Background: an optimization exercise with open tools, aiming at small area, a short achievable clock period and few clock cycles. Do not read the settings as production practice.
Function was checked by simulation only, so behaviour that the tests miss may differ from the original.
Power and IR drop assume default switching activity.

==> flow/design.v <==
module ledgrid_sync (
    input  wire        clk,
    input  wire        rst,
    input  wire        sel_n,
    input  wire        rx_valid,
    input  wire [7:0]  rx_data,
    output wire        render_req,
    output wire [7:0]  render_bright,
    input  wire [4:0]  pix_addr,
    output wire [23:0] pix_data,
    input  wire        render_done,
    input  wire [31:0] render_dur,
    output wire        busy,
    output reg         status,
    output reg         debug,
    output reg  [31:0] txn_count,
    output reg  [31:0] frame_count,
    output reg  [31:0] malformed_count,
    output reg  [31:0] zpay_count,
    output reg  [31:0] last_render_dur
);
    localparam MAX_STRIPS = 4;
    localparam MAX_LEDS   = 6;
    localparam NSLOTS     = MAX_STRIPS * MAX_LEDS;
    localparam RX_MAX     = 80;
    localparam [7:0] OP_SET_PIXEL  = 8'h01;
    localparam [7:0] OP_SET_BRIGHT = 8'h02;
    localparam [7:0] OP_RENDER     = 8'h03;
    localparam [7:0] OP_CLEAR      = 8'h04;
    localparam [7:0] OP_SET_RANGE  = 8'h05;
    localparam [7:0] OP_SET_ALL    = 8'h06;
    localparam [7:0] OP_RECONFIG   = 8'h07;
    localparam [7:0] OP_KEEPALIVE  = 8'hFF;
    reg        sel_q;
    reg        armed;         
    reg  [6:0] nb;            
    reg        rend;          
    assign busy       = rend;
    assign render_req = rend;
    wire sel_assert   = sel_q && !sel_n;
    wire sel_deassert = !sel_q && sel_n;
    wire take         = armed && !sel_n && rx_valid && (nb != RX_MAX);
    wire publish      = sel_deassert && armed && (nb != 7'd0);
    wire b0 = (nb == 7'd0);
    wire b1 = (nb == 7'd1);
    wire b2 = (nb == 7'd2);
    wire b3 = (nb == 7'd3);
    wire b4 = (nb == 7'd4);
    reg [2:0]  cfg_strips;    
    reg [2:0]  cfg_len;       
    reg [7:0]  bright;
    reg [23:0] fb  [0:NSLOTS-1];    
    reg [23:0] stg [0:NSLOTS-1];    
    reg [NSLOTS-1:0] blank;         
    reg [NSLOTS-1:0] pend;          
    wire [4:0] total = cfg_strips * cfg_len;
    reg o_pix, o_bri, o_ren, o_clr, o_rng, o_all, o_cfg, o_ka;
    reg        por;           
    reg        ok;            
    reg        oob;           
    reg  [2:0] w_strip;       
    reg  [2:0] w_off;         
    reg  [1:0] w_comp;        
    reg  [4:0] w_left;        
    reg  [2:0] n_strips;      
    reg  [2:0] n_len;
    reg        n_dbg;
    wire [4:0] len1  = {2'd0, cfg_len};
    wire [4:0] len2  = {1'b0, cfg_len, 1'b0};
    wire [4:0] len3  = len1 + len2;
    wire [4:0] xi    = rx_data[4:0];
    wire       xi_g1 = (xi >= len1);
    wire       xi_g2 = (xi >= len2);
    wire       xi_g3 = (xi >= len3);
    wire [4:0] xi_s1 = xi - len1;
    wire [4:0] xi_s2 = xi - len2;
    wire [4:0] xi_s3 = xi - len3;
    wire [2:0] xi_strip = xi_g3 ? 3'd3 : xi_g2 ? 3'd2 : xi_g1 ? 3'd1 : 3'd0;
    wire [2:0] xi_off   = xi_g3 ? xi_s3[2:0] : xi_g2 ? xi_s2[2:0] :
                          xi_g1 ? xi_s1[2:0] : xi[2:0];
    wire       xi_oob   = (rx_data[7:5] != 3'd0) || (xi >= total);
    wire data_ph = (o_pix && nb >= 7'd3) || (o_rng && nb >= 7'd4) || (o_all && !b0);
    wire in_grid = (w_strip < cfg_strips);
    wire step    = take && data_ph && (w_left != 5'd0);
    wire wr      = step && !oob && in_grid;
    wire [NSLOTS-1:0]    pix_hit;
    wire [23:0]          pix_sel;
    wire [NSLOTS*24-1:0] fb_flat;
    genvar gq;
    generate
        for (gq = 0; gq < NSLOTS; gq = gq + 1) begin : g_fb
            assign fb_flat[gq*24 +: 24] = fb[gq];
        end
    endgenerate
    ledgrid_sync_pixdec u_pixdec (
        .pix_addr (pix_addr),
        .blank    (blank),
        .hit      (pix_hit)
    );
    ledgrid_sync_pixsel u_pixsel (
        .hit      (pix_hit),
        .fb_flat  (fb_flat),
        .pix_data (pix_sel)
    );
    assign render_bright = bright;
    assign pix_data      = pix_sel;
    wire malformed = (o_pix || o_bri || o_rng || o_all || o_cfg) && !ok;
    integer p;
    always @(posedge clk) begin
        for (p = 0; p < NSLOTS; p = p + 1) begin
            if (wr && w_strip == p / MAX_LEDS && w_off == p % MAX_LEDS) begin
                if (w_comp == 2'd0) stg[p][23:16] <= rx_data;
                if (w_comp == 2'd1) stg[p][15:8]  <= rx_data;
                if (w_comp == 2'd2) stg[p][7:0]   <= rx_data;
            end
        end
        if (!rst && publish && ok) begin
            for (p = 0; p < NSLOTS; p = p + 1)
                if (pend[p])
                    fb[p] <= stg[p];
        end
    end
    always @(posedge clk) begin
        if (rst) begin
            sel_q           <= 1'b1;
            armed           <= 1'b0;
            nb              <= 7'd0;
            rend            <= 1'b0;
            cfg_strips      <= MAX_STRIPS;
            cfg_len         <= MAX_LEDS;
            bright          <= 8'hFF;
            status          <= 1'b0;
            debug           <= 1'b0;
            txn_count       <= 32'd0;
            frame_count     <= 32'd0;
            malformed_count <= 32'd0;
            zpay_count      <= 32'd0;
            last_render_dur <= 32'd0;
            blank           <= {NSLOTS{1'b1}};
            pend            <= {NSLOTS{1'b0}};
            o_pix <= 1'b0; o_bri <= 1'b0; o_ren <= 1'b0; o_clr <= 1'b0;
            o_rng <= 1'b0; o_all <= 1'b0; o_cfg <= 1'b0; o_ka  <= 1'b0;
            por      <= 1'b0;
            ok       <= 1'b0;
            oob      <= 1'b0;
            w_strip  <= 3'd0;
            w_off    <= 3'd0;
            w_comp   <= 2'd0;
            w_left   <= 5'd0;
            n_strips <= 3'd0;
            n_len    <= 3'd0;
            n_dbg    <= 1'b0;
        end else begin
            sel_q <= sel_n;
            if (sel_assert) begin
                if (!rend) begin
                    armed <= 1'b1;
                    nb    <= 7'd0;
                end
            end else if (sel_deassert) begin
                armed <= 1'b0;
            end
            if (rend && render_done) begin
                rend            <= 1'b0;
                frame_count     <= frame_count + 32'd1;
                last_render_dur <= render_dur;
            end
            if (take) begin
                nb <= nb + 7'd1;
                if (!b0)
                    por <= por | (rx_data != 8'd0);
                if (b0) begin
                    o_pix <= (rx_data == OP_SET_PIXEL);
                    o_bri <= (rx_data == OP_SET_BRIGHT);
                    o_ren <= (rx_data == OP_RENDER);
                    o_clr <= (rx_data == OP_CLEAR);
                    o_rng <= (rx_data == OP_SET_RANGE);
                    o_all <= (rx_data == OP_SET_ALL);
                    o_cfg <= (rx_data == OP_RECONFIG);
                    o_ka  <= (rx_data == OP_KEEPALIVE);
                    por     <= 1'b0;
                    ok      <= 1'b0;
                    oob     <= 1'b0;
                    w_strip <= 3'd0;
                    w_off   <= 3'd0;
                    w_comp  <= 2'd0;
                    w_left  <= total;
                end
                if (b1) begin
                    if (o_pix || o_rng)
                        oob <= (rx_data != 8'd0);
                    if (o_bri) begin
                        bright <= rx_data;
                        ok     <= 1'b1;
                    end
                    if (o_cfg) begin
                        n_strips <= rx_data[2:0];
                        oob      <= (rx_data == 8'd0) || (rx_data > MAX_STRIPS);
                    end
                end
                if (b2) begin
                    if (o_pix || o_rng) begin
                        oob     <= oob || xi_oob;
                        w_strip <= xi_strip;
                        w_off   <= xi_off;
                        w_comp  <= 2'd0;
                        w_left  <= 5'd1;
                    end
                    if (o_cfg && rx_data != 8'd0)
                        oob <= 1'b1;
                end
                if (b3) begin
                    if (o_rng) begin
                        w_left <= (rx_data[7:5] != 3'd0) ? 5'd31 : rx_data[4:0];
                        if (rx_data == 8'd0)
                            ok <= 1'b1;
                    end
                    if (o_cfg) begin
                        n_len <= rx_data[2:0];
                        ok    <= !oob && (rx_data != 8'd0) && (rx_data <= MAX_LEDS);
                    end
                end
                if (b4 && o_cfg)
                    n_dbg <= (rx_data != 8'd0);
                if (step) begin
                    if (w_comp == 2'd2) begin
                        w_comp <= 2'd0;
                        w_left <= w_left - 5'd1;
                        if (w_left == 5'd1)
                            ok <= 1'b1;
                        if (in_grid) begin
                            if (w_off == cfg_len - 3'd1) begin
                                w_off   <= 3'd0;
                                w_strip <= w_strip + 3'd1;
                            end else begin
                                w_off   <= w_off + 3'd1;
                            end
                        end
                    end else begin
                        w_comp <= w_comp + 2'd1;
                    end
                end
            end
            if (wr) begin
                for (p = 0; p < NSLOTS; p = p + 1)
                    if (w_strip == p / MAX_LEDS && w_off == p % MAX_LEDS)
                        pend[p] <= 1'b1;
            end
            if (sel_deassert)
                pend <= {NSLOTS{1'b0}};
            if (publish) begin
                txn_count <= txn_count + 32'd1;
                if (nb != 7'd1 && !por)
                    zpay_count <= zpay_count + 32'd1;
                if (malformed)
                    malformed_count <= malformed_count + 32'd1;
                if (o_ka)
                    status <= ~status;
                if (ok)
                    blank <= blank & ~pend;
                if (ok && o_all)
                    rend  <= 1'b1;
                if (o_ren)
                    rend <= 1'b1;
                if (o_clr) begin
                    blank <= {NSLOTS{1'b1}};
                    rend  <= 1'b1;
                end
                if (ok && o_cfg) begin
                    cfg_strips <= n_strips;
                    cfg_len    <= n_len;
                    if (nb >= 7'd5)
                        debug <= n_dbg;
                    for (p = 0; p < NSLOTS; p = p + 1)
                        if (!((p / MAX_LEDS) < n_strips && (p % MAX_LEDS) < n_len))
                            blank[p] <= 1'b1;
                    rend <= 1'b1;
                end
            end
        end
    end
endmodule
module ledgrid_sync_pixdec (
    input  wire [4:0]  pix_addr,
    input  wire [23:0] blank,
    output wire [23:0] hit
);
    wire [3:0] lo_n;
    wire [5:0] hi_n;
    ledgrid_sync_pixpre u_pre (
        .pix_addr (pix_addr),
        .lo_n     (lo_n),
        .hi_n     (hi_n)
    );
    genvar q;
    generate
        for (q = 0; q < 24; q = q + 1) begin : g_hit
            assign hit[q] = ~(lo_n[q % 4] | hi_n[q / 4] | blank[q]);
        end
    endgenerate
endmodule
module ledgrid_sync_pixpre (
    input  wire [4:0] pix_addr,
    output wire [3:0] lo_n,
    output wire [5:0] hi_n
);
    wire [4:0] pa_n;
    ledgrid_sync_pixinv u_inv (
        .a   (pix_addr),
        .a_n (pa_n)
    );
    genvar k;
    generate
        for (k = 0; k < 4; k = k + 1) begin : g_lo
            assign lo_n[k] = ~((k & 1 ? pix_addr[0] : pa_n[0]) &
                               (k & 2 ? pix_addr[1] : pa_n[1]));
        end
        for (k = 0; k < 6; k = k + 1) begin : g_hi
            assign hi_n[k] = ~((k & 1 ? pix_addr[2] : pa_n[2]) &
                               (k & 2 ? pix_addr[3] : pa_n[3]) &
                               (k & 4 ? pix_addr[4] : pa_n[4]));
        end
    endgenerate
endmodule
module ledgrid_sync_pixinv (
    input  wire [4:0] a,
    output wire [4:0] a_n
);
    assign a_n = ~a;
endmodule
module ledgrid_sync_pixsel (
    input  wire [23:0]  hit,
    input  wire [575:0] fb_flat,
    output wire [23:0]  pix_data
);
    wire [23:0] part_n [0:2];
    genvar g;
    generate
        for (g = 0; g < 3; g = g + 1) begin : g_grp
            ledgrid_sync_pixgrp u_grp (
                .hit    (hit[g*8 +: 8]),
                .fb8    (fb_flat[g*192 +: 192]),
                .part_n (part_n[g])
            );
        end
    endgenerate
    assign pix_data = ~(part_n[0] & part_n[1] & part_n[2]);
endmodule
module ledgrid_sync_pixgrp (
    input  wire [7:0]   hit,
    input  wire [191:0] fb8,
    output reg  [23:0]  part_n
);
    integer q;
    reg [23:0] acc;
    always @(*) begin
        acc = 24'd0;
        for (q = 0; q < 8; q = q + 1)
            acc = acc | ({24{hit[q]}} & fb8[q*24 +: 24]);
        part_n = ~acc;
    end
endmodule
==> flow/flow/run.sh <==
#!/bin/bash
# Own layout flow: the standard ORFS flow (standard.sh), with two changes to
# how the layout is made:
#  - the port buffers are plain sky130_fd_sc_hd__buf_1 cells (the resizer still
#    upsizes them where timing needs it) instead of the delay-cell buffers
#    buffer_ports picks by default;
#  - clock tree synthesis clusters up to 25 sinks per leaf buffer and inserts no
#    dummy loads.
# make's full output goes to flow_make.log in the work folder; ORFS keeps each
# step's own log under orfs/logs.
set -euo pipefail
bash standard.sh \
  "BUFFER_PORTS_ARGS=-buffer_cell sky130_fd_sc_hd__buf_1" \
  "CTS_ARGS=-sink_clustering_enable -repair_clock_nets -sink_clustering_size 25 -sink_clustering_max_diameter 100 -dont_use_dummy_load" \
  "SETUP_SLACK_MARGIN=6.0" \
  finish > flow_make.log 2>&1
==> flow/standard.sh <==
#!/bin/bash
# synth_recipe.tcl (not shown) runs the flow's synth.tcl, then flattens the netlist and writes it again
# the make line also repeats each setting of config.mk as NAME=value (left out here)
make -C /OpenROAD-flow-scripts/flow DESIGN_CONFIG=/design/flow/config.mk WORK_HOME=/design/flow/orfs CLKGATE_MAP_FILE= SYNTH_SCRIPT=/design/flow/synth_recipe.tcl "${@:-finish}"
==> flow/config.mk <==
export PLATFORM = sky130hd
export DESIGN_NAME = ledgrid_sync
export DESIGN_NICKNAME = ledgrid_sync
export VERILOG_FILES = /design/flow/design.v
export SDC_FILE = /design/flow/constraint.sdc
export NUM_CORES = 4
export LEC_CHECK = 0
export CAP_MARGIN = 20
export CORE_MARGIN = 2
export CORE_UTILIZATION = 60
export SETUP_SLACK_MARGIN = 5
export SLEW_MARGIN = 20
export SYNTH_HIERARCHICAL = 1
export SYNTH_MINIMUM_KEEP_SIZE = 0
==> flow/constraint.sdc <==
create_clock -name core_clock -period 12.0 [get_ports {clk}]
set_input_delay 2.4000 -clock core_clock [delete_from_list [all_inputs] [get_ports {clk}]]
set_output_delay 2.4000 -clock core_clock [all_outputs]
set_load 0.01 [all_outputs]
==> results by group, run 1 <==
Run
  – Max-cap viol count: 0

Setup path
  – Reg-to-Reg Start: nb[0]
  – Crit-path max FO: 12
  – Crit. End Element: primary output
  – Worst path cell trace: buf_8 > inv_8 > nand2_8 > buf_4 > nor3_4 > buf_6 > buf_12 > a22oi_1 > and4_4 > nand3_1 > buf_1
  – CP Launch Type: input port
  – WS Path Type: input port to primary output
  – Critical-path top delay cell: and4_4
  – Req. time, crit path: 9600 ps
  – FF-to-FF path depth: 10
  – CP top delay family: buffers and inverters
  – R2R setup slack: 7130 ps
  – CP peak stage delay: 340 ps
  – Worst path bufs/invs: 6
  – Crit path arrival time: 4000 ps
  – FF-to-FF End: stg[5][16]

Run status
  – Outcome: timing/DRC/antenna clean

Place
  – GPL Wtd Cong: 0.927
  – DP HPWL: 89000 um
  – IO buf count: 245

Floorplan
  – Die Width: 296 um
  – Core Area: 84000 um^2
  – Initial Utilization: 0.608
  – Die H: 296 um
  – Die area: 87400 um^2
  – Row count: 106
  – I/O pins: 246

GRT
  – First-pass GRT wire length: 192000 um
  – Vias in the first global route: 27.8k
  – Largest net degree at the start of global routing: 100
  – Initial antenna violation count: 0
  – Grt ovf: 0
  – Gr usage total: 0.306

Clock tree
  – Root buffer cell: clkbuf_16
  – Inserted Clock Buffers: 66
  – CTS sink cnt: 1417
  – Clock Tree Buf Depth: 3
  – Clock latency (worst-skew pair): 660 ps
  – Htree depth: 3
  – CTS tree: yes
  – Clock-pin transition on the worst setup and hold timing paths: 90 ps

Detailed routing
  – Via count: 30.3k
  – WL per Instance: 29.7 um
  – DRC errors left: 0
  – Via density per instance: 6.43
  – Total wire length: 140000 um
  – 1st-iter DRT viols: 4006
  – Drt pass-1 iters: 5
  – Post-route ant nets: 0

Timing
  – Setup violations, final: 0
  – Hold_ws: 392 ps
  – Actual slew at the worst max-slew pin: 1110 ps
  – Final clock skew: 73.3 ps
  – Max Slew Vio Count: 0
  – Final hold vios: 0
  – Slew HR: 0.256
  – Peak Freq: 156 MHz
  – RSZ-0062 raised after global routing: true
  – Post-route setup TNS: 0 ps
  – Period utilisation layout: 0.533
  – Crit path time final: 6400 ps

Synth
  – Syn Inst Count: 3268
  – Synth Register Bits: 1417
  – Most instantiated library cell after synthesis: edfxtp_1
  – Top cells by count, synth: 1152 x edfxtp_1, 297 x a22oi_1, 276 x nor2_1
  – Primary FF master, synth: edfxtp_1
  – Post-synth top area share: 0.678
  – Ys Warns: 11
  – Post-synthesis cell type count: 74
  – Area leader, netlist: edfxtp_1
  – Post-synthesis async set-or-reset flop share: 0
  – Ranking of synthesized cells by area: edfxtp_1 68%, dfxtp_1 10%, a22oi_1 4.4%
  – Seq/Total Area, Yosys: 0.782
  – Syn Area/Cell: 15.6 um^2
  – Post-synth EDFFs: 1152
  – Synth Cell Area: 51000 um^2
  – Synth Net Count: 3368

Min path
  – Hold endpoint: fb[15][9]
  – Hold path startpoint: stg[15][9]
  – Worst min path class: flop to flop
  – Worst Hold Path Cells: 0

Power and ir drop
  – Leakage Power: 18.1 nW
  – Worst vdd ir: 0.105 mV
  – Net Switching: 1.50 mW
  – Power per standard cell area: 136 nW/um^2
  – Pwr Total: 7.78 mW
  – Sequential share of power: 0.677
  – Power Internal: 6.28 mW
  – Clock power share: 0.307
  – Comb power frac: 0.016
  – Sw Share: 0.193

Cells and area
  – Area delta synth->final: 12.4%
  – Share of cells above drive strength 1: 0.131
  – Final #Nets: 3680
  – Ant. Diodes: 0
-- placed cells by master (no fill, tap or decap), types with 19 or more instances in the layout --
master	count
a21oi_1	115
a22oi_1	200
a22oi_2	97
and3_1	42
and4_1	39
and4_4	49
buf_1	208
buf_12	22
buf_4	60
buf_6	50
clkbuf_16	75
dfxtp_1	265
edfxtp_1	1152
ha_1	44
inv_1	51
nand2_1	230
nand3_1	76
nand4_1	38
nor2_1	276
nor3_1	38
nor3_4	19
o21ai_0	48
or3_1	32
xnor2_1	47
xor2_1	56
-- power groups by stage --
stage / sequential [mW] / combinational (mW) / clock [mW]
floorplan: 5.38 / 0.0375 / 0
global placement: 5.38 / 0.110 / 0
detailed placement: 5.38 / 0.113 / 0
CTS: 5.27 / 0.120 / 2.42
global route: 5.27 / 0.134 / 2.57
finish: 5.27 / 0.127 / 2.39
-- kinds of logic (layout without fill, tap and decap cells) --
| logic type | count (synthesis) | after routing | synth area share |
|---|---|---|---|
| DFF | 1417 | 1417 | 0.782 |
| and+or+nand+nor | 945 | 945 | 0.0924 |
| muxes | 11 | 11 | 0.00221 |
| AOI/OAI and AO/OA | 550 | 550 | 0.0746 |
| buffers and inverters | 191 | 501 | 0.0176 |
| xor gates and xnor gates | 104 | 104 | 0.0181 |
| adders and majority gates | 50 | 50 | 0.0131 |
-- modules after synthesis (local to each module, per instance) --
module	area [um^2]	cells inside
ledgrid_sync_pixgrp	1040	136
ledgrid_sync_pixdec	120	24
ledgrid_sync_pixinv	18.8	5
ledgrid_sync	47600	2797
ledgrid_sync_pixpre	45.0	10
ledgrid_sync_pixsel	120	24
-- stage by stage --
stage	util	setup slack, ps	area, um^2	std cells
after floorplan	-	5990	51100	3268
after global placement	0.635	5160	53300	4577
after detailed placement	0.636	5220	53400	4578
after CTS	0.662	5510	55600	4663
after global routing	0.683	5550	57400	4712
final	0.683	5600	57400	4712
-- routing by layer --
layer | global-route usage | part of all wire | up-vias
met4 | 0.0683 | 0.028 | 0
met1 | 0.470 | 0.41 | 15300
met3 | 0.0660 | 0.11 | 187
met2 | 0.454 | 0.45 | 1756
met5 | 0 | 0 | -
li1 | - | - | 13000
-- registers in the layout, indices dropped and copies added (netlist names), 2 cells and up --
signal and flops:
blank 24, w_comp 2, nb 7, cfg_len 3, cfg_strips 3, txn_count 32, w_left 5, malformed_count 32
zpay_count 32, frame_count 32, w_strip 3, stg 576, n_strips 3, fb 576, last_render_dur 32, pend 24
w_off 3, n_len 3, bright 8
-- what timing repair did --
item,in CTS,in global routing
endpoints found under the setup margin,24,24
hold buffers,0,0
pin swaps,11,88
cloned,5,30
gates resized for setup,126,356
buffers inserted,14,19
-- worst max-delay path by stage --
stage                   end        start  depth (start not counted)  slack [ps]
6_report       pix_data[10]  pix_addr[0]                         11        5600
3_3_place_gp   pix_data[22]  pix_addr[0]                          9        5160
4_1_cts         pix_data[5]  pix_addr[2]                         10        5510
5_1_grt        pix_data[20]  pix_addr[1]                         11        5550
2_1_floorplan   pix_data[2]  pix_addr[3]                          7        5990
3_5_place_dp   pix_data[22]  pix_addr[0]                          9        5220
-- area by class of cell --
type,count,area [um^2]
repair buffers,378,2740
clock buffers,66,1650
flip-flops and latches,1417,39900
well taps,1134,1420
inverters,57,244
fillers,5634,26600
multi-input cells,1660,11400
Testbench counts, summed over its fixed seeds: cycles 21,798.
==> inputs of run 2 (changes only) <==
--- a/flow/flow/run.sh
+++ b/flow/flow/run.sh
@@ -12,5 +12,5 @@
 bash standard.sh \
   "BUFFER_PORTS_ARGS=-buffer_cell sky130_fd_sc_hd__buf_1" \
   "CTS_ARGS=-sink_clustering_enable -repair_clock_nets -sink_clustering_size 25 -sink_clustering_max_diameter 100 -dont_use_dummy_load" \
-  "SETUP_SLACK_MARGIN=6.0" \
+  "SETUP_SLACK_MARGIN=5.7" \
   finish > flow_make.log 2>&1
==> results by group, run 2 <==
Clock tree
  – CTS tree: yes
  – Root buffer cell: clkbuf_16
  – Inserted Clock Buffers: 66 (unchanged)
  – Htree depth: 3 (unchanged)
  – Clock-pin transition on the worst setup and hold timing paths: 90 ps (about the same)
  – CTS sink cnt: 1417 (unchanged)
  – Clock Tree Buf Depth: 3 (unchanged)
  – Clock latency (worst-skew pair): 650 ps (about the same)
  – Hold_buf cts: 0 (unchanged)

Floorplan
  – Row count: 106 (unchanged)
  – Die area: 87400 um^2 (unchanged)
  – Core Area: 84000 um^2 (unchanged)
  – Die H: 296 um (unchanged)
  – Die Width: 296 um (unchanged)
  – I/O pins: 246 (unchanged)
  – Initial Utilization: 0.608 (unchanged)

Power and ir drop
  – Clock power share: 0.308 (about the same)
  – Power Internal: 6.28 mW (about the same)
  – Pwr Total: 7.79 mW (about the same)
  – Power per standard cell area: 137 nW/um^2 (+0.68%)
  – Comb power frac: 0.016 (about the same)
  – Net Switching: 1.51 mW (+0.24%)
  – Leakage Power: 18.0 nW (-0.49%)
  – Sw Share: 0.194 (+0.000356)
  – Worst vdd ir: 0.107 mV (+1.5%)
  – Sequential share of power: 0.676 (about the same)

Setup path
  – CP startpoint: pix_addr[2]
  – FF-to-FF End: stg[5][13]
  – FF-to-FF path depth: 10 (unchanged)
  – Reg-to-Reg Start: nb[0]
  – R2R setup slack: 7320 ps (+190 ps)
  – Crit-path max FO: 6 (-6)
  – Critical Path End: pix_data[18]
  – Crit path arrival time: 3950 ps (-50 ps)
  – Crit. End Element: primary output
  – WS Path Type: input port to primary output
  – Req. time, crit path: 9600 ps (about the same)
  – CP Launch Type: input port

Cells and area
  – Most common cell after layout, fill and taps aside: edfxtp_1
  – Finished Layout Cells: 4701 (-0.23%)
  – Final Util: 0.679 (-0.00422)
  – Fillers: 5686 (+0.92%)
  – Finished layout cell area: 57000 um^2 (-0.62%)
  – Share of cells above drive strength 1: 0.116 (-0.0152)
  – Area delta synth->final: 11.7%
  – Final #Nets: 3667 (-0.35%)
  – FF/Latch Area: 39900 um^2 (unchanged)
  – Largest registers: fb: 576 flops, stg: 576 flops
  – Commonest non-fill, non-tap cells in the layout: 1152 x edfxtp_1, 276 x nor2_1, 265 x dfxtp_1
  – Area of the multi-input gates: 11100 um^2 (-2.6%)

Synth
  – Syn Inst Count: 3268 (unchanged)
  – Most instantiated library cell after synthesis: edfxtp_1
  – Synth Register Bits: 1417 (unchanged)
  – Seq/Total Area, Yosys: 0.782 (unchanged)
  – Post-synthesis async set-or-reset flop share: 0 (unchanged)
  – Syn Area/Cell: 15.6 um^2 (unchanged)
  – Area leader, netlist: edfxtp_1
  – Ranking of synthesized cells by area: edfxtp_1 68%, dfxtp_1 10%, a22oi_1 4.4%
  – Post-synthesis cell type count: 74 (unchanged)
  – Ys Warns: 11 (unchanged)
  – Top cells by count, synth: 1152 x edfxtp_1, 297 x a22oi_1, 276 x nor2_1
  – Synth Cell Area: 51000 um^2 (unchanged)
  – Synth Net Count: 3368 (unchanged)
  – Primary FF master, synth: edfxtp_1
  – Post-synth EDFFs: 1152 (unchanged)
  – Post-synth top area share: 0.678 (unchanged)

GRT
  – Gr usage total: 0.296 (-0.00955)
  – Largest net degree at the start of global routing: 85 (-15%)
  – Vias in the first global route: 28.6k (+2.8%)
  – Grt ovf: 0 (unchanged)
  – First-pass GRT wire length: 188000 um (-2.3%)
  – Initial antenna violation count: 4 (+4)

Timing
  – RSZ-0062 raised after global routing: true
  – Setup WS post-layout: 5650 ps (+54.8 ps)
  – Slew HR: 0.260 (+0.00342)
  – Setup violations, final: 0 (unchanged)
  – Actual slew at the worst max-slew pin: 1110 ps (-6.93 ps)
  – Final clock skew: 52.2 ps (-21.1 ps)
  – Hold_ws: 398 ps (+5.93 ps)
  – Peak Freq: 158 MHz (+0.86%)
  – Crit path time final: 6350 ps (-54.8 ps)
  – Final hold vios: 0 (unchanged)
  – Post-route setup TNS: 0 ps (unchanged)
  – Max Slew Vio Count: 0 (unchanged)
  – Period utilisation layout: 0.529 (-0.00457)

Detailed routing
  – Drt pass-1 iters: 6 (+1)
  – Via density per instance: 6.30 (-1.9%)
  – WL per Instance: 28.4 um (-4.6%)
  – Total wire length: 133000 um (-4.8%)
  – 1st-iter DRT viols: 3561 (-11%)
  – DRC errors left: 0 (unchanged)
  – Post-route ant nets: 0 (unchanged)
  – Via count: 29.6k (-2.1%)

Place
  – IO buf count: 245 (unchanged)
  – Dpl ws: 5130 ps (-85.1 ps)
  – DP Area: 53400 um^2 (about the same)
  – Placed Cells incl. Taps: 4580 (+0.044%)
  – DP HPWL: 81000 um (-8.9%)
  – GPL Wtd Cong: 0.904 (-2.5%)

Run
  – Max-cap viol count: 0 (unchanged)

Min path
  – Worst min path class: flop to flop

Run status
  – Outcome: timing/DRC/antenna clean
-- run 2: worst max-delay path, stage by stage --
cell and delay, ps:
buf_12 120, clkinv_8 60, nand3_4 110, buf_12 150, nor3_4 230, buf_6 170
buf_12 140, a22oi_2 100, and4_1 230, nand3_1 80, buf_2 130
-- run 2: repair_timing --
| action | 4_1_cts | 5_1_grt |
|---|---|---|
| setup endpoints to repair | 24 | 24 |
| gates cloned | 15 | 13 |
| resized for setup | 223 | 211 |
| pin swaps | 12 | 54 |
| setup buffers | 16 | 9 |
-- run 2: area by class of cell --
class | count | share of cell area
flip-flops and latches | 1417 | 0.700
multi-input cells | 1660 | 0.195
repair buffers | 365 | 0.0464
well taps | 1134 | 0.0249
inverters | 57 | 0.00463
diodes | 2 | 0.0000878
clock buffers | 66 | 0.0290
-- run 2: logic make-up (layout without fill, tap and decap cells) --
group | Yosys count | after routing | share of synthesized area
buf+inv | 191 | 488 | 0.0176
compound gates | 550 | 550 | 0.0746
other cells | 0 | 2 | 0
fa+ha+maj | 50 | 50 | 0.0131
mux | 11 | 11 | 0.00221
xor+xnor | 104 | 104 | 0.0181
flops | 1417 | 1417 | 0.782
simple gates | 945 | 945 | 0.0924
-- run 2: worst min path at each step --
stage / cells after the start / startpoint / end
after global routing: 0 / stg[8][4] / fb[8][4]
final: 0 / stg[8][4] / fb[8][4]
after CTS: 0 / stg[8][4] / fb[8][4]
after detailed placement: 0 / stg[0][20] / fb[0][20]
after global placement: 0 / stg[21][15] / fb[21][15]
after floorplan: 0 / stg[0][0] / fb[0][0]
-- run 2: modules after synthesis (local to each module, per instance) --
| module | copies in the design | cells inside | flip-flops and latches |
|---|---|---|---|
| ledgrid_sync_pixpre | 1 | 10 | 0 |
| ledgrid_sync_pixinv | 1 | 5 | 0 |
| ledgrid_sync | 1 | 2797 | 1417 |
| ledgrid_sync_pixdec | 1 | 24 | 0 |
| ledgrid_sync_pixgrp | 3 | 136 | 0 |
| ledgrid_sync_pixsel | 1 | 24 | 0 |
-- run 2: power by group through the flow --
stage | sequential [mW] | clock (mW) | combinational (mW)
final | 5.27 | 2.40 | 0.122
after global placement | 5.38 | 0 | 0.105
after global routing | 5.27 | 2.59 | 0.130
after CTS | 5.27 | 2.43 | 0.116
after floorplan | 5.38 | 0 | 0.0362
after detailed placement | 5.38 | 0 | 0.108
-- run 2: metal layers --
metal  global-route usage  routed length, um  vias up
li1                     -                  -    13000
met1                0.418              53000    15000
met2                0.482              64500     1431
met3               0.0480              12300      197
met4               0.0895               3540        2
met5                    0                 13        -
==> inputs of run 3 (changes only) <==
--- a/flow/flow/run.sh
+++ b/flow/flow/run.sh
@@ -12,5 +12,5 @@
 bash standard.sh \
   "BUFFER_PORTS_ARGS=-buffer_cell sky130_fd_sc_hd__buf_1" \
   "CTS_ARGS=-sink_clustering_enable -repair_clock_nets -sink_clustering_size 25 -sink_clustering_max_diameter 100 -dont_use_dummy_load" \
-  "SETUP_SLACK_MARGIN=5.7" \
+  "SETUP_SLACK_MARGIN=5.9" \
   finish > flow_make.log 2>&1
==> results by group, run 3 <==
Synth
  – Top cells by count, synth: 1152 x edfxtp_1, 297 x a22oi_1, 276 x nor2_1
  – Primary FF master, synth: edfxtp_1
  – Area leader, netlist: edfxtp_1
  – Syn Inst Count: 3268 (unchanged)
  – Ys Warns: 11 (unchanged)
  – Post-synthesis async set-or-reset flop share: 0 (unchanged)
  – Post-synth top area share: 0.678 (unchanged)
  – Post-synth EDFFs: 1152 (unchanged)
  – Post-synthesis cell type count: 74 (unchanged)
  – Seq/Total Area, Yosys: 0.782 (unchanged)
  – Most instantiated library cell after synthesis: edfxtp_1
  – Syn Area/Cell: 15.6 um^2 (unchanged)
  – Synth Register Bits: 1417 (unchanged)
  – Synth Cell Area: 51000 um^2 (unchanged)
  – Synth Net Count: 3368 (unchanged)
  – Ranking of synthesized cells by area: edfxtp_1 68%, dfxtp_1 10%, a22oi_1 4.4%

Setup path
  – FF-to-FF path depth: 10 (unchanged)
  – Req. time, crit path: 9600 ps (about the same)
  – Crit-path max FO: 6 (unchanged)
  – Crit. End Element: primary output
  – Crit path arrival time: 3970 ps (+20 ps)
  – Reg-to-Reg Start: nb[0]
  – CP Launch Type: input port
  – FF-to-FF End: stg[22][14]
  – R2R setup slack: 7480 ps (+160 ps)
  – WS Path Type: input port to primary output

Timing
  – Crit path time final: 6370 ps (+27.3 ps)
  – Post-route setup TNS: 0 ps (unchanged)
  – Final hold vios: 0 (unchanged)
  – Setup violations, final: 0 (unchanged)
  – Slew HR: 0.257 (-0.00252)
  – Hold_ws: 382 ps (-16.1 ps)
  – Setup WS post-layout: 5630 ps (-27.3 ps)
  – Peak Freq: 157 MHz (-0.43%)
  – Final clock skew: 43.7 ps (-8.56 ps)
  – Actual slew at the worst max-slew pin: 1110 ps (+7.87 ps)
  – Max Slew Vio Count: 0 (unchanged)
  – RSZ-0062 raised after global routing: true
  – Period utilisation layout: 0.531 (+0.00228)

Floorplan
  – Die Width: 296 um (unchanged)
  – Die H: 296 um (unchanged)
  – Die area: 87400 um^2 (unchanged)
  – I/O pins: 246 (unchanged)
  – Row count: 106 (unchanged)
  – Initial Utilization: 0.608 (unchanged)
  – Core Area: 84000 um^2 (unchanged)

GRT
  – Gr usage total: 0.302 (+0.00600)
  – Initial antenna violation count: 3 (-1)
  – Largest net degree at the start of global routing: 93 (+9.4%)
  – Vias in the first global route: 28.7k (+0.24%)
  – First-pass GRT wire length: 191000 um (+1.6%)
  – Grt ovf: 0 (unchanged)

Cells and area
  – Largest registers: fb: 576 flops, stg: 576 flops
  – Ant. Diodes: 0 (-2)
  – Finished layout cell area: 57500 um^2 (+0.84%)
  – Most common cell after layout, fill and taps aside: edfxtp_1
  – Final Util: 0.685 (+0.00569)
  – Share of cells above drive strength 1: 0.127 (+0.0113)
  – Finished Layout Cells: 4713 (+0.26%)
  – Fillers: 5639 (-0.83%)
  – Area delta synth->final: 12.7%
  – Final #Nets: 3681 (+0.38%)
  – Commonest non-fill, non-tap cells in the layout: 1152 x edfxtp_1, 276 x nor2_1, 265 x dfxtp_1

Power and ir drop
  – Leakage Power: 18.2 nW (+1.0%)
  – Power per standard cell area: 135 nW/um^2 (-0.92%)
  – Worst vdd ir: 0.128 mV (+20%)
  – Pwr Total: 7.78 mW (about the same)

Min path
  – Hold endpoint: fb[16][22]
  – Hold path startpoint: stg[16][22]
  – Worst Hold Path Cells: 0 (unchanged)
  – Worst min path class: flop to flop

Detailed routing
  – WL per Instance: 28.5 um (+0.28%)
  – Total wire length: 134000 um (+0.54%)
  – Post-route ant nets: 0 (unchanged)
  – Via density per instance: 6.33 (+0.50%)
  – Via count: 29.9k (+0.76%)
  – Drt pass-1 iters: 5 (-1)
  – 1st-iter DRT viols: 3167 (-11%)
  – DRC errors left: 0 (unchanged)

Place
  – Placed Cells incl. Taps: 4583 (+0.066%)
  – DP Area: 53400 um^2 (about the same)
  – GPL Wtd Cong: 0.870 (-3.7%)
  – Dpl ws: 4950 ps (-177 ps)
  – DP HPWL: 81000 um (about the same)
  – IO buf count: 245 (unchanged)

Clock tree
  – Root buffer cell: clkbuf_16
  – Inserted Clock Buffers: 66 (unchanged)
  – Clock Tree Buf Depth: 3 (unchanged)
  – Clock-pin transition on the worst setup and hold timing paths: 100 ps (about the same)
  – Hold_buf cts: 0 (unchanged)
  – CTS sink cnt: 1417 (unchanged)
  – Htree depth: 3 (unchanged)
  – Clock latency (worst-skew pair): 640 ps (about the same)
  – CTS tree: yes

Run
  – Max-cap viol count: 0 (unchanged)

Run status
  – Outcome: timing/DRC/antenna clean
-- run 3: cell types whose count changed in the layout (fill, tap and decap cells not counted), moves of 4 or more --
cell,delta
buf_4,+7
clkbuf_16,-4
a22oi_1,-27
buf_16,+5
buf_2,-7
buf_6,+5
buf_12,+6
buf_8,+4
a22oi_2,+27
nand3_4,+5
-- run 3: logic make-up (layout without fill, tap and decap cells) --
group	Yosys count	after routing	synth area share
and+or+nand+nor	945	945	0.0924
muxes	11	11	0.00221
adders and majority gates	50	50	0.0131
xor gates and xnor gates	104	104	0.0181
AOI/OAI and AO/OA	550	550	0.0746
DFF	1417	1417	0.782
buffers and inverters	191	502	0.0176
-- run 3: worst max path at each step --
stage                startpoint           end  cells past startpoint
global placement    pix_addr[0]   pix_data[2]                      8
finish              pix_addr[2]   pix_data[1]                     10
global route        pix_addr[3]   pix_data[8]                     11
CTS                 pix_addr[3]  pix_data[13]                     11
detailed placement  pix_addr[0]   pix_data[8]                      9
floorplan           pix_addr[3]  pix_data[22]                      7
-- run 3: power by group --
group          switching, mW  leakage, nW  total, mW  internal (mW)
combinational          0.100         4.90      0.125         0.0251
clock                   1.40        0.813       2.39          0.991
sequential           0.00179         12.5       5.27           5.27
-- run 3: repair_timing --
item,in CTS,in global routing
cloned,24,7
resized for setup,366,95
setup endpoints to repair,24,24
pin swaps,55,53
buffers inserted,29,4
-- run 3: area by class of cell --
| type | instances | area [um^2] | area share |
|---|---|---|---|
| well taps | 1134 | 1420 | 0.0247 |
| repair buffers | 379 | 2930 | 0.0509 |
| multi-input cells | 1660 | 11300 | 0.197 |
| flip-flops and latches | 1417 | 39900 | 0.694 |
| inverters | 57 | 254 | 0.00442 |
| clock buffers | 66 | 1650 | 0.0287 |
-- run 3: Yosys stat by module, one instance, submodules excluded --
module | copies in the design | flip-flops and latches
ledgrid_sync_pixgrp | 3 | 0
ledgrid_sync_pixdec | 1 | 0
ledgrid_sync | 1 | 1417
ledgrid_sync_pixinv | 1 | 0
ledgrid_sync_pixsel | 1 | 0
ledgrid_sync_pixpre | 1 | 0
-- run 3: per-layer routing --
layer  vias up  wire length [um]  global-route usage
met5         -                 0                   0
met2      1382             65600               0.499
met4         0              4170              0.0898
li1      13000                 -                   -
met1     15200             53800               0.427
met3       213             10500              0.0400
-- run 3: critical path, cell delays in order --
cell and delay [ps]:
buf_8 120, inv_6 60, nand3_4 140, nor3_4 60, buf_12 130, buf_4 180
a22oi_1 240, and4_4 360, nand3_1 120, buf_2 150
==> inputs of run 4 (changes only) <==
--- a/flow/flow/run.sh
+++ b/flow/flow/run.sh
@@ -12,5 +12,5 @@
 bash standard.sh \
   "BUFFER_PORTS_ARGS=-buffer_cell sky130_fd_sc_hd__buf_1" \
   "CTS_ARGS=-sink_clustering_enable -repair_clock_nets -sink_clustering_size 25 -sink_clustering_max_diameter 100 -dont_use_dummy_load" \
-  "SETUP_SLACK_MARGIN=5.9" \
+  "SETUP_SLACK_MARGIN=6.5" \
   finish > flow_make.log 2>&1
--- a/flow/config.mk
+++ b/flow/config.mk
@@ -12,3 +12,4 @@
 export SLEW_MARGIN = 20
 export SYNTH_HIERARCHICAL = 1
 export SYNTH_MINIMUM_KEEP_SIZE = 0
+export TNS_END_PERCENT = 5
==> results by group, run 4 <==
Clock tree
  – Htree depth: 3 (unchanged)
  – Root buffer cell: clkbuf_16
  – Clock-pin transition on the worst setup and hold timing paths: 100 ps (about the same)
  – CTS sink cnt: 1417 (unchanged)
  – Hold_buf cts: 0 (unchanged)
  – Clock Tree Buf Depth: 3 (unchanged)
  – Inserted Clock Buffers: 66 (unchanged)
  – Clock latency (worst-skew pair): 670 ps (+30 ps)
  – CTS tree: yes

Setup path
  – CP startpoint: pix_addr[2]
  – Crit-path max FO: 12 (+6)
  – FF-to-FF path depth: 10 (unchanged)
  – Req. time, crit path: 9600 ps (about the same)
  – R2R setup slack: 7210 ps (-270 ps)
  – Reg-to-Reg Start: nb[0]
  – Crit path arrival time: 4080 ps (+110 ps)
  – FF-to-FF End: stg[4][3]
  – WS Path Type: input port to primary output
  – CP Launch Type: input port
  – Crit. End Element: primary output

Synth
  – Post-Synth XOR/XNOR Area: 0.0181 (unchanged)
  – Main combinational cell family by area after synthesis: simple AND/OR/NAND/NOR gates
  – Synth Area in Simple Gates: 0.0924 (unchanged)
  – Post-synthesis cell type count: 74 (unchanged)
  – Synth Register Bits: 1417 (unchanged)
  – Area leader, netlist: edfxtp_1
  – Post-synth top area share: 0.678 (unchanged)
  – Syn Area/Cell: 15.6 um^2 (unchanged)
  – Post-synthesis async set-or-reset flop share: 0 (unchanged)
  – Top cells by count, synth: 1152 x edfxtp_1, 297 x a22oi_1, 276 x nor2_1
  – Synth Net Count: 3368 (unchanged)
  – Ranking of synthesized cells by area: edfxtp_1 68%, dfxtp_1 10%, a22oi_1 4.4%
  – Synth Area in Compound Gates: 0.0746 (unchanged)
  – Adder-cell share of the synthesized area: 0.0131 (unchanged)
  – Most instantiated library cell after synthesis: edfxtp_1
  – Multiplexer share of the synthesized area: 0.00221 (unchanged)
  – Post-synth EDFFs: 1152 (unchanged)
  – Syn Inst Count: 3268 (unchanged)
  – Ys Warns: 11 (unchanged)
  – Synth Cell Area: 51000 um^2 (unchanged)
  – Seq/Total Area, Yosys: 0.782 (unchanged)
  – Primary FF master, synth: edfxtp_1

GRT
  – Grt ovf: 0 (unchanged)
  – Initial antenna violation count: 2 (-1)
  – Largest net degree at the start of global routing: 87 (-6.5%)
  – First-pass GRT wire length: 189000 um (-0.74%)
  – Gr usage total: 0.301 (-0.00133)
  – Vias in the first global route: 27.7k (-3.2%)

Timing
  – Final hold vios: 0 (unchanged)
  – Post-route setup TNS: 0 ps (unchanged)
  – Hold_ws: 387 ps (+5.28 ps)
  – Max Slew Vio Count: 0 (unchanged)
  – Setup violations, final: 0 (unchanged)
  – Final clock skew: 80.5 ps (+36.9 ps)
  – Crit path time final: 6480 ps (+111 ps)
  – Setup WS post-layout: 5520 ps (-111 ps)
  – Actual slew at the worst max-slew pin: 1200 ps (+86.9 ps)
  – Period utilisation layout: 0.540 (+0.00928)
  – Peak Freq: 154 MHz (-1.7%)
  – RSZ-0062 raised after global routing: true
  – Slew HR: 0.199 (-0.0579)

Floorplan
  – Die area: 87400 um^2 (unchanged)
  – I/O pins: 246 (unchanged)
  – Die Width: 296 um (unchanged)
  – Initial Utilization: 0.608 (unchanged)
  – Die H: 296 um (unchanged)
  – Row count: 106 (unchanged)
  – Core Area: 84000 um^2 (unchanged)

Place
  – Dpl ws: 5200 ps (+243 ps)
  – DP HPWL: 87300 um (+7.8%)
  – GPL Wtd Cong: 0.916 (+5.2%)
  – IO buf count: 245 (unchanged)
  – Placed Cells incl. Taps: 4573 (-0.22%)

Run status
  – Outcome: timing/DRC/antenna clean

Cells and area
  – Commonest non-fill, non-tap cells in the layout: 1152 x edfxtp_1, 276 x nor2_1, 265 x dfxtp_1
  – Most common cell after layout, fill and taps aside: edfxtp_1
  – Largest registers: fb: 576 flops, stg: 576 flops
  – Share of cells above drive strength 1: 0.117 (-0.0103)
  – Area delta synth->final: 11.4%
  – Finished Layout Cells: 4703 (-0.21%)
  – Final #Nets: 3670 (-0.30%)
  – Final Util: 0.677 (-0.00803)

Detailed routing
  – Via density per instance: 6.36 (+0.33%)
  – Total wire length: 135000 um (+0.92%)
  – Drt pass-1 iters: 6 (+1)
  – Post-route ant nets: 0 (unchanged)
  – DRC errors left: 0 (unchanged)
  – WL per Instance: 28.8 um (+1.1%)
  – Via count: 29.9k (+0.12%)
  – 1st-iter DRT viols: 3742 (+18%)

Power and ir drop
  – Leakage Power: 17.9 nW (-1.7%)
  – Worst vdd ir: 0.0982 mV (-24%)
  – Power per standard cell area: 137 nW/um^2 (+1.2%)

Min path
  – Hold path startpoint: stg[13][5]
  – Hold endpoint: fb[13][5]
  – Worst min path class: flop to flop
  – Worst Hold Path Cells: 0 (unchanged)

Run
  – Max-cap viol count: 0 (unchanged)
[run 4: worst max path at each step]
stage	to	slack, ps	cells past startpoint
global route	pix_data[16]	5490	10
finish	pix_data[19]	5520	10
detailed placement	pix_data[5]	5200	9
floorplan	pix_data[2]	5990	7
global placement	pix_data[5]	5210	9
CTS	pix_data[4]	5510	11
[run 4: stage by stage]
step / instance area [um^2] / power [mW]
floorplan: 51100 / 5.42
finish: 56800 / 7.78
CTS: 56000 / 7.81
global route: 56800 / 7.98
global placement: 53300 / 5.49
detailed placement: 53300 / 5.49
[run 4: power breakdown]
part	switching [mW]	internal (mW)
logic	0.101	0.0238
clock network	1.40	0.990
registers	0.00186	5.27
total	1.50	6.28
[run 4: layer usage]
metal,up-vias,track usage,routed length [um]
met3,215,0.0546,13100
met2,1550,0.463,62600
met4,4,0.0852,4360
met5,-,0,27
met1,15100,0.447,55300
li1,13000,-,-
[run 4: logic make-up after synthesis]
family | after synthesis
flops | 1417
simple gates | 945
compound gates | 550
buf+inv | 191
xor+xnor | 104
fa+ha+maj | 50
mux | 11
[run 4: area by class of cell]
| type | instances | area (um^2) |
|---|---|---|
| Clock buffer | 66 | 1650 |
| Timing Repair Buffer | 368 | 2490 |
| Inverter | 57 | 233 |
| Antenna cell | 1 | 2.50 |
| Multi-Input combinational cell | 1660 | 11100 |
| Sequential cell | 1417 | 39900 |
| Tap cell | 1134 | 1420 |
| Fill cell | 5772 | 27100 |
[run 4: repair_timing]
| item | in CTS | in global routing |
|---|---|---|
| setup buffers | 19 | 10 |
| setup endpoints to repair | 90 | 161 |
| resized for setup | 190 | 170 |
| gates cloned | 14 | 19 |
| pin swaps | 18 | 37 |
| hold endpoints to repair | 0 | 0 |
[run 4: critical path, stage by stage]
cell	delay (ps)
buf_6	120
inv_4	90
nand3_4	130
buf_4	180
nor3_4	250
buf_6	210
a22oi_1	110
and4_2	300
nand3_1	110
buf_1	160
[run 4: per-module statistics from Yosys, one instance, submodules excluded]
module | cells | cell area (um^2)
ledgrid_sync | 2797 | 47600
ledgrid_sync_pixgrp | 136 | 1040
ledgrid_sync_pixdec | 24 | 120
ledgrid_sync_pixsel | 24 | 120
ledgrid_sync_pixpre | 10 | 45.0
ledgrid_sync_pixinv | 5 | 18.8
==> inputs of run 5 (changes only) <==
--- a/flow/config.mk
+++ b/flow/config.mk
@@ -12,4 +12,3 @@
 export SLEW_MARGIN = 20
 export SYNTH_HIERARCHICAL = 1
 export SYNTH_MINIMUM_KEEP_SIZE = 0
-export TNS_END_PERCENT = 5
==> results by group, run 5 <==
Detailed routing
  – Post-route ant nets: 0 (unchanged)
  – Drt pass-1 iters: 6 (unchanged)
  – 1st-iter DRT viols: 3397 (-9.2%)
  – WL per Instance: 28.6 um (-0.72%)
  – Via density per instance: 6.34 (-0.18%)
  – Total wire length: 136000 um (+0.57%)
  – DRC errors left: 0 (unchanged)
  – Via count: 30.2k (+1.1%)

Timing
  – Period utilisation layout: 0.543 (+0.00309)
  – Setup violations, final: 0 (unchanged)
  – Final clock skew: 63.8 ps (-16.7 ps)
  – Slew HR: 0.229 (+0.0301)
  – Post-route setup TNS: 0 ps (unchanged)
  – RSZ-0062 raised after global routing: true
  – Peak Freq: 153 MHz (-0.57%)
  – Setup WS post-layout: 5480 ps (-37.1 ps)
  – Actual slew at the worst max-slew pin: 1150 ps (-55.7 ps)
  – Max Slew Vio Count: 0 (unchanged)
  – Crit path time final: 6520 ps (+37.1 ps)
  – Final hold vios: 0 (unchanged)

Synth
  – Top cells by count, synth: 1152 x edfxtp_1, 297 x a22oi_1, 276 x nor2_1
  – Synth Area in Simple Gates: 0.0924 (unchanged)
  – Post-Synth XOR/XNOR Area: 0.0181 (unchanged)
  – Seq/Total Area, Yosys: 0.782 (unchanged)
  – Most instantiated library cell after synthesis: edfxtp_1
  – Synth Register Bits: 1417 (unchanged)
  – Area leader, netlist: edfxtp_1
  – Ys Warns: 11 (unchanged)
  – Multiplexer share of the synthesized area: 0.00221 (unchanged)
  – Synth Area in Compound Gates: 0.0746 (unchanged)
  – Main combinational cell family by area after synthesis: simple AND/OR/NAND/NOR gates
  – Adder-cell share of the synthesized area: 0.0131 (unchanged)
  – Synth Cell Area: 51000 um^2 (unchanged)
  – Ranking of synthesized cells by area: edfxtp_1 68%, dfxtp_1 10%, a22oi_1 4.4%
  – Syn Area/Cell: 15.6 um^2 (unchanged)
  – Post-synth top area share: 0.678 (unchanged)
  – Post-synth EDFFs: 1152 (unchanged)
  – Post-synthesis async set-or-reset flop share: 0 (unchanged)
  – Synth Net Count: 3368 (unchanged)
  – Primary FF master, synth: edfxtp_1
  – Post-synthesis cell type count: 74 (unchanged)
  – Syn Inst Count: 3268 (unchanged)

Setup path
  – CP Launch Type: input port
  – Crit path arrival time: 4120 ps (+40 ps)
  – Crit-path max FO: 8 (-4)
  – Req. time, crit path: 9600 ps (about the same)
  – WS Path Type: input port to primary output
  – Crit. End Element: primary output

Floorplan
  – Die area: 87400 um^2 (unchanged)
  – Die H: 296 um (unchanged)
  – Die Width: 296 um (unchanged)
  – Row count: 106 (unchanged)
  – I/O pins: 246 (unchanged)
  – Core Area: 84000 um^2 (unchanged)
  – Initial Utilization: 0.608 (unchanged)

GRT
  – Vias in the first global route: 29.3k (+5.7%)
  – Grt ovf: 0 (unchanged)
  – Gr usage total: 0.312 (+0.0110)
  – Largest net degree at the start of global routing: 96 (+10%)
  – First-pass GRT wire length: 197000 um (+4.0%)
  – Initial antenna violation count: 3 (+1)

Clock tree
  – Hold_buf cts: 0 (unchanged)
  – Clock Tree Buf Depth: 3 (unchanged)
  – Clock latency (worst-skew pair): 660 ps (about the same)
  – Root buffer cell: clkbuf_16
  – CTS tree: yes
  – Htree depth: 3 (unchanged)
  – Inserted Clock Buffers: 66 (unchanged)
  – CTS sink cnt: 1417 (unchanged)
  – Clock-pin transition on the worst setup and hold timing paths: 90 ps (about the same)

Cells and area
  – Share of cells above drive strength 1: 0.162 (+0.0457)
  – Fillers: 5484 (-5.0%)
  – Finished Layout Cells: 4764 (+1.3%)
  – Area of the multi-input gates: 12000 um^2 (+8.1%)
  – Largest registers: fb: 576 flops, stg: 576 flops
  – Ant. Diodes: 0 (-1)
  – FF/Latch Area: 39900 um^2 (unchanged)
  – Commonest non-fill, non-tap cells in the layout: 1152 x edfxtp_1, 265 x dfxtp_1, 255 x nor2_1
  – Most common cell after layout, fill and taps aside: edfxtp_1
  – Area delta synth->final: 14.3%
  – Final #Nets: 3732 (+1.7%)

Power and ir drop
  – Power per standard cell area: 134 nW/um^2 (-2.2%)
  – Sw Share: 0.195 (+0.00147)
  – Power Internal: 6.29 mW (+0.18%)
  – Clock power share: 0.307 (about the same)
  – Worst vdd ir: 0.118 mV (+20%)
  – Sequential share of power: 0.674 (-0.003)
  – Comb power frac: 0.019 (+0.003)
  – Net Switching: 1.52 mW (+1.1%)
  – Leakage Power: 18.6 nW (+4.0%)
  – Pwr Total: 7.81 mW (+0.36%)

Run
  – Max-cap viol count: 0 (unchanged)

Place
  – Dpl ws: 4590 ps (-609 ps)
  – GPL Wtd Cong: 0.897 (-2.0%)
  – IO buf count: 245 (unchanged)
  – Placed Cells incl. Taps: 4564 (-0.20%)
  – DP HPWL: 84500 um (-3.2%)

Min path
  – Worst min path class: flop to flop

Run status
  – Outcome: timing/DRC/antenna clean
## run 5: cells by family (layout without fill, tap and decap cells)
| family | Yosys count | count (layout) |
|---|---|---|
| multiplexers | 11 | 11 |
| adder cells (fa/ha/maj) | 50 | 50 |
| AND/OR/NAND/NOR | 945 | 961 |
| XOR/XNOR | 104 | 104 |
| flip-flops | 1417 | 1417 |
| buffers and inverters | 191 | 537 |
| AO/OA/AOI/OAI | 550 | 550 |
## run 5: worst max-delay path: stages
cell	delay, ps
buf_12	80
clkinvlp_4	160
buf_6	170
nand3_4	60
buf_12	120
buf_4	110
nor3_4	40
buf_6	180
a22oi_1	230
and4_4	330
nand3_2	110
buf_6	130
## run 5: path summary, 6_finish.rpt
check / endpoint / from / slack [ps] / depth (start not counted)
min: fb[4][0] / stg[4][0] / 390 / 0
max reg2reg: stg[10][10] / nb[0] / 7520 / 9
min reg2reg: fb[4][0] / stg[4][0] / 390 / 0
max: pix_data[21] / pix_addr[4] / 5480 / 12
## run 5: layer usage
layer / GRT usage / part of all wire / up-vias
met5: 0 / 0.000096 / -
met4: 0.106 / 0.036 / 2
met3: 0.0541 / 0.090 / 229
met2: 0.493 / 0.47 / 1512
met1: 0.446 / 0.40 / 15300
li1: - / - / 13200
## run 5: stage by stage
stage / util / hold slack (ps) / instance area, um^2
floorplan: - / 400 / 51600
global placement: 0.638 / 400 / 53600
detailed placement: 0.640 / 405 / 53700
CTS: 0.690 / 383 / 58000
global route: 0.695 / 399 / 58300
finish: 0.695 / 388 / 58300
## run 5: timing repair
action | in CTS | in global routing
resized for setup | 322 | 72
setup endpoints to repair | 136 | 152
cloned | 19 | 1
buffers inserted | 108 | 6
pin swaps | 111 | 57
## run 5: modules after synthesis (local to each module, per instance)
| module | area [um^2] | times used | cells inside | flops+latches |
|---|---|---|---|---|
| ledgrid_sync_pixgrp | 1040 | 3 | 136 | 0 |
| ledgrid_sync_pixdec | 120 | 1 | 24 | 0 |
| ledgrid_sync_pixsel | 120 | 1 | 24 | 0 |
| ledgrid_sync_pixinv | 18.8 | 1 | 5 | 0 |
| ledgrid_sync | 47600 | 1 | 2797 | 1417 |
| ledgrid_sync_pixpre | 45.0 | 1 | 10 | 0 |
## run 5: power by group through the flow
stage               Sequential, mW  Clock [mW]  Combinational [mW]
floorplan                     5.38           0              0.0427
global placement              5.38           0               0.116
detailed placement            5.38           0               0.119
CTS                           5.27        2.42               0.143
global route                  5.27        2.58               0.154
finish                        5.27        2.39               0.148
## run 5: area by class of cell
cell class,count,share of cell area
Sequential cell,1417,0.684
Multi-Input combinational cell,1676,0.206
Timing Repair Buffer,414,0.0533
Clock buffer,66,0.0283
Tap cell,1134,0.0243
Inverter,57,0.00399
==> inputs of run 6 (changes only) <==
--- a/flow/flow/run.sh
+++ b/flow/flow/run.sh
@@ -12,5 +12,5 @@
 bash standard.sh \
   "BUFFER_PORTS_ARGS=-buffer_cell sky130_fd_sc_hd__buf_1" \
   "CTS_ARGS=-sink_clustering_enable -repair_clock_nets -sink_clustering_size 25 -sink_clustering_max_diameter 100 -dont_use_dummy_load" \
-  "SETUP_SLACK_MARGIN=6.5" \
+  "SETUP_SLACK_MARGIN=5.8" \
   finish > flow_make.log 2>&1
--- a/flow/config.mk
+++ b/flow/config.mk
@@ -7,7 +7,7 @@
 export LEC_CHECK = 0
 export CAP_MARGIN = 20
 export CORE_MARGIN = 2
-export CORE_UTILIZATION = 60
+export CORE_UTILIZATION = 65
 export SETUP_SLACK_MARGIN = 5
 export SLEW_MARGIN = 20
 export SYNTH_HIERARCHICAL = 1
==> results by group, run 6 <==
Synth
  – Post-synth EDFFs: 1152 (unchanged)
  – Post-synth top area share: 0.678 (unchanged)
  – Synth Cell Area: 51000 um^2 (unchanged)
  – Synth Net Count: 3368 (unchanged)
  – Ranking of synthesized cells by area: edfxtp_1 68%, dfxtp_1 10%, a22oi_1 4.4%
  – Top cells by count, synth: 1152 x edfxtp_1, 297 x a22oi_1, 276 x nor2_1
  – Primary FF master, synth: edfxtp_1
  – Seq/Total Area, Yosys: 0.782 (unchanged)
  – Synth Register Bits: 1417 (unchanged)
  – Most instantiated library cell after synthesis: edfxtp_1
  – Ys Warns: 11 (unchanged)
  – Post-synthesis cell type count: 74 (unchanged)
  – Syn Area/Cell: 15.6 um^2 (unchanged)
  – Area leader, netlist: edfxtp_1
  – Syn Inst Count: 3268 (unchanged)
  – Post-synthesis async set-or-reset flop share: 0 (unchanged)

Setup path
  – Critical-path top delay cell: and4_4
  – Most used cell, CP: buf_12
  – CP top delay family: buffers and inverters
  – Crit. End Element: primary output
  – WS Path Type: input port to primary output
  – Worst path bufs/invs: 5 (-2)
  – Crit path arrival time: 4060 ps (-60 ps)
  – CP peak stage delay: 350 ps (+20 ps)
  – Req. time, crit path: 9600 ps (about the same)
  – CP Launch Type: input port
  – Crit-path max FO: 6 (-2)
  – Worst path cell trace: buf_12 > nand3_4 > nor3_4 > buf_12 > buf_12 > buf_16 > a22oi_2 > and4_4 > nand3_2 > buf_6
  – R2R setup slack: 7520 ps (about the same)

GRT
  – Vias in the first global route: 28.7k (-2.1%)
  – First-pass GRT wire length: 197000 um (-0.25%)
  – Largest net degree at the start of global routing: 94 (-2.1%)
  – Grt ovf: 0 (unchanged)
  – Gr usage total: 0.336 (+0.0238)
  – Initial antenna violation count: 6 (+3)

Timing
  – Final clock skew: 59.8 ps (-4.02 ps)
  – Post-route setup TNS: 0 ps (unchanged)
  – Setup violations, final: 0 (unchanged)
  – Max Slew Vio Count: 0 (unchanged)
  – Period utilisation layout: 0.538 (-0.00529)
  – Crit path time final: 6460 ps (-63.4 ps)
  – RSZ-0062 raised after global routing: true
  – Actual slew at the worst max-slew pin: 1070 ps (-78.3 ps)
  – Slew HR: 0.289 (+0.0592)
  – Peak Freq: 155 MHz (+0.98%)
  – Final hold vios: 0 (unchanged)

Clock tree
  – Root buffer cell: clkbuf_16
  – Clock Tree Buf Depth: 3 (unchanged)
  – Clock-pin transition on the worst setup and hold timing paths: 100 ps (about the same)
  – Htree depth: 3 (unchanged)
  – Inserted Clock Buffers: 66 (unchanged)
  – Hold_buf cts: 0 (unchanged)
  – CTS tree: yes
  – Clock latency (worst-skew pair): 650 ps (about the same)
  – CTS sink cnt: 1417 (unchanged)

Detailed routing
  – WL per Instance: 29.4 um (+2.7%)
  – Post-route ant nets: 0 (unchanged)
  – Total wire length: 136000 um (-0.11%)
  – Via density per instance: 6.57 (+3.5%)
  – Drt pass-1 iters: 6 (unchanged)
  – 1st-iter DRT viols: 4104 (+21%)
  – DRC errors left: 0 (unchanged)
  – Via count: 30.4k (+0.65%)

Place
  – GPL Wtd Cong: 0.934 (+4.2%)
  – Placed Cells incl. Taps: 4480 (-1.8%)
  – IO buf count: 245 (unchanged)
  – DP HPWL: 86500 um (+2.3%)

Cells and area
  – Share of cells above drive strength 1: 0.135 (-0.0278)
  – Area delta synth->final: 12.7%
  – Area of the multi-input gates: 11300 um^2 (-5.6%)
  – Finished Layout Cells: 4632 (-2.8%)
  – Most common cell after layout, fill and taps aside: edfxtp_1
  – Fillers: 4818 (-12%)
  – FF/Latch Area: 39900 um^2 (unchanged)
  – Final #Nets: 3693 (-1.0%)
  – Commonest non-fill, non-tap cells in the layout: 1152 x edfxtp_1, 276 x nor2_1, 265 x dfxtp_1
  – Largest registers: fb: 576 flops, stg: 576 flops

Floorplan
  – Row count: 102 (-3.8%)
  – Die area: 80800 um^2 (-7.6%)
  – Die Width: 284 um (-3.9%)
  – Die H: 284 um (-3.9%)
  – I/O pins: 246 (unchanged)
  – Core Area: 77600 um^2 (-7.6%)
  – Initial Utilization: 0.658 (+0.0498)

Run status
  – Outcome: timing/DRC/antenna clean

Run
  – Max-cap viol count: 0 (unchanged)

Power and ir drop
  – Power per standard cell area: 135 nW/um^2 (+1.1%)
  – Pwr Total: 7.78 mW (-0.37%)
  – Worst vdd ir: 0.0943 mV (-20%)
  – Leakage Power: 18.2 nW (-2.3%)

Min path
  – Worst min path class: flop to flop
-- run 6: area by class of cell --
class                   count  share of cell area
flip-flops and latches   1417               0.694
multi-input cells        1660               0.197
repair buffers            391              0.0531
inverters                  57             0.00442
clock buffers              66              0.0287
diodes                      1           0.0000435
well taps                1040              0.0226
-- run 6: cells by family after synthesis --
kind of cell               after synthesis  synth area share
DFF                                   1417             0.782
and+or+nand+nor                        945            0.0924
AOI/OAI and AO/OA                      550            0.0746
buffers and inverters                  191            0.0176
xor gates and xnor gates               104            0.0181
adders and majority gates               50            0.0131
muxes                                   11           0.00221
-- run 6: power breakdown --
group	switching, mW	internal [mW]	total (mW)
logic	0.102	0.0267	0.128
clock network	1.40	0.990	2.38
registers	0.00186	5.26	5.27
total	1.50	6.28	7.78
-- run 6: modules after synthesis, one instance, submodules excluded --
module / flip-flops and latches / times used / cell area [um^2]
ledgrid_sync: 1417 / 1 / 47600
ledgrid_sync_pixdec: 0 / 1 / 120
ledgrid_sync_pixgrp: 0 / 3 / 1040
ledgrid_sync_pixinv: 0 / 1 / 18.8
ledgrid_sync_pixpre: 0 / 1 / 45.0
ledgrid_sync_pixsel: 0 / 1 / 120
-- run 6: timing repair --
action,CTS,global route
pin swaps,66,43
setup endpoints to repair,24,24
setup buffers,53,7
resized for setup,386,55
cloned,22,2
-- run 6: worst paths after layout --
kind / startpoint / depth (start not counted) / to
min reg2reg: stg[18][3] / 0 / fb[18][3]
min: stg[18][3] / 0 / fb[18][3]
max: pix_addr[4] / 10 / pix_data[23]
max reg2reg: nb[0] / 10 / stg[5][0]
-- run 6: routing by layer --
| metal | track usage | up-vias | part of all wire |
|---|---|---|---|
| li1 | - | 13100 | - |
| met1 | 0.489 | 15300 | 0.38 |
| met2 | 0.531 | 1862 | 0.47 |
| met3 | 0.0644 | 234 | 0.12 |
| met4 | 0.0851 | 4 | 0.028 |
| met5 | 0 | - | 0.00017 |
-- run 6: stage by stage --
stage / worst slack, ps / hold WS (ps) / cell area [um^2] / util
finish: 5540 / 387 / 57500 / 0.741
CTS: 5570 / 377 / 57100 / 0.736
global route: 5550 / 406 / 57500 / 0.741
detailed placement: 5250 / 405 / 53200 / 0.686
floorplan: 5870 / 400 / 51000 / -
global placement: 5210 / 400 / 53200 / 0.686

static timing again, ports no longer ideal:
How much do the figures lean on ideal ports? The routed layouts below were timed once more, with nothing changed but the port constraints.
Step 1 assumes that a clkbuf_16 drives the clock port and a buf_2 every other input.
Step 2 moves the port delays by t, midway between the first and last clock arrival at a register: inputs arrive t later, outputs are due t later. That takes back most of the time a late clock gives input paths.
Three values: no drivers, after step 1, after step 2; two values: the first two.
run	shift t [ns]	slack for setup (ns)	worst slew at a driven data input, ns
run 1	0.692	5.599 / 5.471 / 5.471	0.14
run 2	0.695	5.654 / 5.531 / 5.531	0.15
run 3	0.693	5.627 / 5.489 / 5.489	0.14
run 4	0.700	5.515 / 5.378 / 5.378	0.14
run 5	0.700	5.478 / 5.319 / 5.319	0.16
run 6	0.697	5.541 / 5.407 / 5.407	0.14
After both steps every run listed still meets setup and hold. The setup slack of run 5, which loses most, moves by -0.159 ns with the drivers and by -0.159 ns with both steps.
